Background: an optimization exercise with open tools, aiming at a short achievable clock period. Do not read the settings as production practice.
Only simulation tests tie the RTL to the original design; equivalence was not proved.
No activity file was given, so power comes from the tool's default toggle rates.

## mwf1_rx
module mwf1_rx (
    input  wire        clk,
    input  wire        rst,
    input  wire        rx_valid,
    input  wire [7:0]  rx_data,
    output wire        rx_ready,
    output wire        tx_valid,
    output wire [7:0]  tx_data,
    input  wire        tx_ready,
    output wire        pay_we,
    output wire [14:0] pay_addr,
    output wire [7:0]  pay_wdata,
    output wire        frm_valid,
    output wire [14:0] frm_len,
    input  wire        frm_ready,
    output wire [1:0]  st_phase,
    output wire [1:0]  st_rx_state
);
clock: 4.0 ns
lec_check: 0
cap_margin: 20
core_margin: 2
core_utilization: 60
place_density: 0.75
setup_slack_margin: 2.3
slew_margin: 20
tns_end_percent: 100
run.sh (not shown) runs the stock make flow with config.mk's settings and CLKGATE_MAP_FILE= SYNTH_SCRIPT=/design/flow/synth_recipe.tcl, a recipe that flattens the netlist after the stock synthesis.
Then changed:
CORE_UTILIZATION = 40   (was 60)
PLACE_DENSITY = 0.6   (was 0.75)
Result:
- utilization came out lower by 26 points
- register-to-register slack gets better by 80 ps
- via count shrinks by 8.5%
- synthesized cell count stays the same
- worst setup slack is worse by 92 ps
- first-iteration DRC count falls by 30%
- combinational power went down by 5.8%

---

Setup of JK:
Starting RTL as in the previous note.
==> flow/design.v (excerpt) <==
module mwf1_rx (
    input  wire        clk,
    input  wire        rst,
    input  wire        rx_valid,
    input  wire [7:0]  rx_data,
    output wire        rx_ready,
    output wire        tx_valid,
    output wire [7:0]  tx_data,
    input  wire        tx_ready,
    output wire        pay_we,
    output wire [14:0] pay_addr,
    output wire [7:0]  pay_wdata,
    output wire        frm_valid,
    output wire [14:0] frm_len,
    input  wire        frm_ready,
    output wire [1:0]  st_phase,
    output wire [1:0]  st_rx_state
);
make LEC_CHECK=0 CAP_MARGIN=20 CORE_MARGIN=2 CORE_UTILIZATION=60 PLACE_DENSITY=0.75 SETUP_SLACK_MARGIN=3.0 SLEW_MARGIN=20 TNS_END_PERCENT=100 finish   # period 4.0 ns
For JK, the flow was terminated by a tool error in 5_1_grt and produced no final design.
diff inputs: JK => MS
# JK
export LEC_CHECK = 0
export CAP_MARGIN = 20
export CORE_MARGIN = 2
export CORE_UTILIZATION = 60
export PLACE_DENSITY = 0.75
export SETUP_SLACK_MARGIN = 3.0
export SLEW_MARGIN = 20
export TNS_END_PERCENT = 100
create_clock -name core_clock -period 4.0 [get_ports {clk}]
# MS
export LEC_CHECK = 0
export CAP_MARGIN = 20
export CORE_MARGIN = 2
export CORE_UTILIZATION = 60
export PLACE_DENSITY = 0.75
export SETUP_SLACK_MARGIN = 2.3
export SLEW_MARGIN = 20
export SYNTH_HIERARCHICAL = 1
export TNS_END_PERCENT = 100
create_clock -name core_clock -period 4.0 [get_ports {clk}]
Findings:
Compared with JK, MS shows post-CTS repair timing setup buffer count that has gone down by more than a quarter.
Summary across MS and JK: the single failing run is JK.
Seen in the log of JK: GRT-0232 during 5_1_grt, after which the run never completed.
Taking JK as the reference point, the instance count after placement with tap cells included of MS rises by 65.
Compared with JK, MS shows a lower mean instance size in the synthesized netlist.
Taking JK as the reference point, the post-synthesis mux area share of MS falls by 2.3 points.
Per the comparison of MS with JK, cell area after placement went down, post-synthesis instance total went up, number of rows in the core area went up, xor and xnor area share after synthesis went up.
Compared with JK, final weighted congestion in routability-driven placement in MS increased by a few percent.
Looking at MS and JK, the adder-cell share of the synthesized area is a wash.
Here is what was changed in the inputs of AL compared with MS.
# MS
export LEC_CHECK = 0
export CAP_MARGIN = 20
export CORE_MARGIN = 2
export CORE_UTILIZATION = 60
export PLACE_DENSITY = 0.75
export SETUP_SLACK_MARGIN = 2.3
export SLEW_MARGIN = 20
export SYNTH_HIERARCHICAL = 1
export TNS_END_PERCENT = 100
create_clock -name core_clock -period 4.0 [get_ports {clk}]
# AL
export LEC_CHECK = 0
export CAP_MARGIN = 20
export CORE_MARGIN = 2
export CORE_UTILIZATION = 70
export PLACE_DENSITY = 0.85
export SETUP_SLACK_MARGIN = 2.3
export SLEW_MARGIN = 20
export TNS_END_PERCENT = 100
create_clock -name core_clock -period 4.0 [get_ports {clk}]
### Flow results
The higher final critical-path setup slack of MS and AL is in MS.
Summary of the comparison: number of rows created at floorplan is lower in AL, relative to MS.
Note that the switching component of the power recorded for MS amounts to 0.934 times the value seen in AL.
The following lists how TR was set up differently from AL:
# AL
export LEC_CHECK = 0
export CAP_MARGIN = 20
export CORE_MARGIN = 2
export CORE_UTILIZATION = 70
export PLACE_DENSITY = 0.85
export SETUP_SLACK_MARGIN = 2.3
export SLEW_MARGIN = 20
export TNS_END_PERCENT = 100
create_clock -name core_clock -period 4.0 [get_ports {clk}]
# TR
export LEC_CHECK = 0
export CAP_MARGIN = 0
export CORE_MARGIN = 2
export CORE_UTILIZATION = 60
export GPL_TIMING_DRIVEN = 1
export PLACE_DENSITY = 0.75
export SETUP_SLACK_MARGIN = 2.3
export SLEW_MARGIN = 0
export TNS_END_PERCENT = 100
create_clock -name core_clock -period 4.0 [get_ports {clk}]
--- outcome ---
- Relative area change from synthesis to final layout was lower in TR than in AL.
- TR ends up with a post-route fraction of the period consumed by the critical path that is 2.6 points lower than in AL.
- Amount of wire on met2 after detailed routing of TR falls short of that of AL by more than a quarter.
- Summary of TR over AL: power consumption comparable; net count of the finished layout has decreased; minimum hold slack decreased 0.025 ns.
- [TR] setup slack rose 0.10 ns relative to AL
- TR: flow completed, timing, DRC and antenna clean

-- afterwards: timing with drivers on the ports --
The results above use ideal ports. As a check the final layouts listed here were re-extracted and re-timed, cells and wires unchanged.
Step 1 (the two cells are an assumption about what drives the block):
set clk [get_ports {clk}]
set_driving_cell -lib_cell sky130_fd_sc_hd__clkbuf_16 $clk
set_driving_cell -lib_cell sky130_fd_sc_hd__buf_2 [delete_from_list [all_inputs] $clk]
Step 2 also shifts input and output timing later by t, the mid clock arrival at the registers, as if the neighbouring blocks saw the same clock.
a / b / c = ideal ports / drivers / drivers and shift; a / b = the first two.
run	t, ns	setup WS [ns]	worst setup path at the end	clock arrival spread, ns
the first run of note 1	0.537	2.067 / 2.019 / 1.647	input to register	0.023 / 0.022
the second run of note 1	0.550	1.975 / 1.940 / 1.607	input to register	0.013 / 0.013
MS	0.546	2.050 / 2.000 / 1.583	input to register	0.014 / 0.015
AL	0.554	1.962 / 1.913 / 1.470	input to register	0.021 / 0.021
TR	0.537	2.067 / 2.019 / 1.647	input to register	0.023 / 0.022
After both steps every run listed still meets setup and hold. For AL, which loses most, drivers alone change the setup slack by -0.049 ns; drivers and shift together by -0.492 ns.
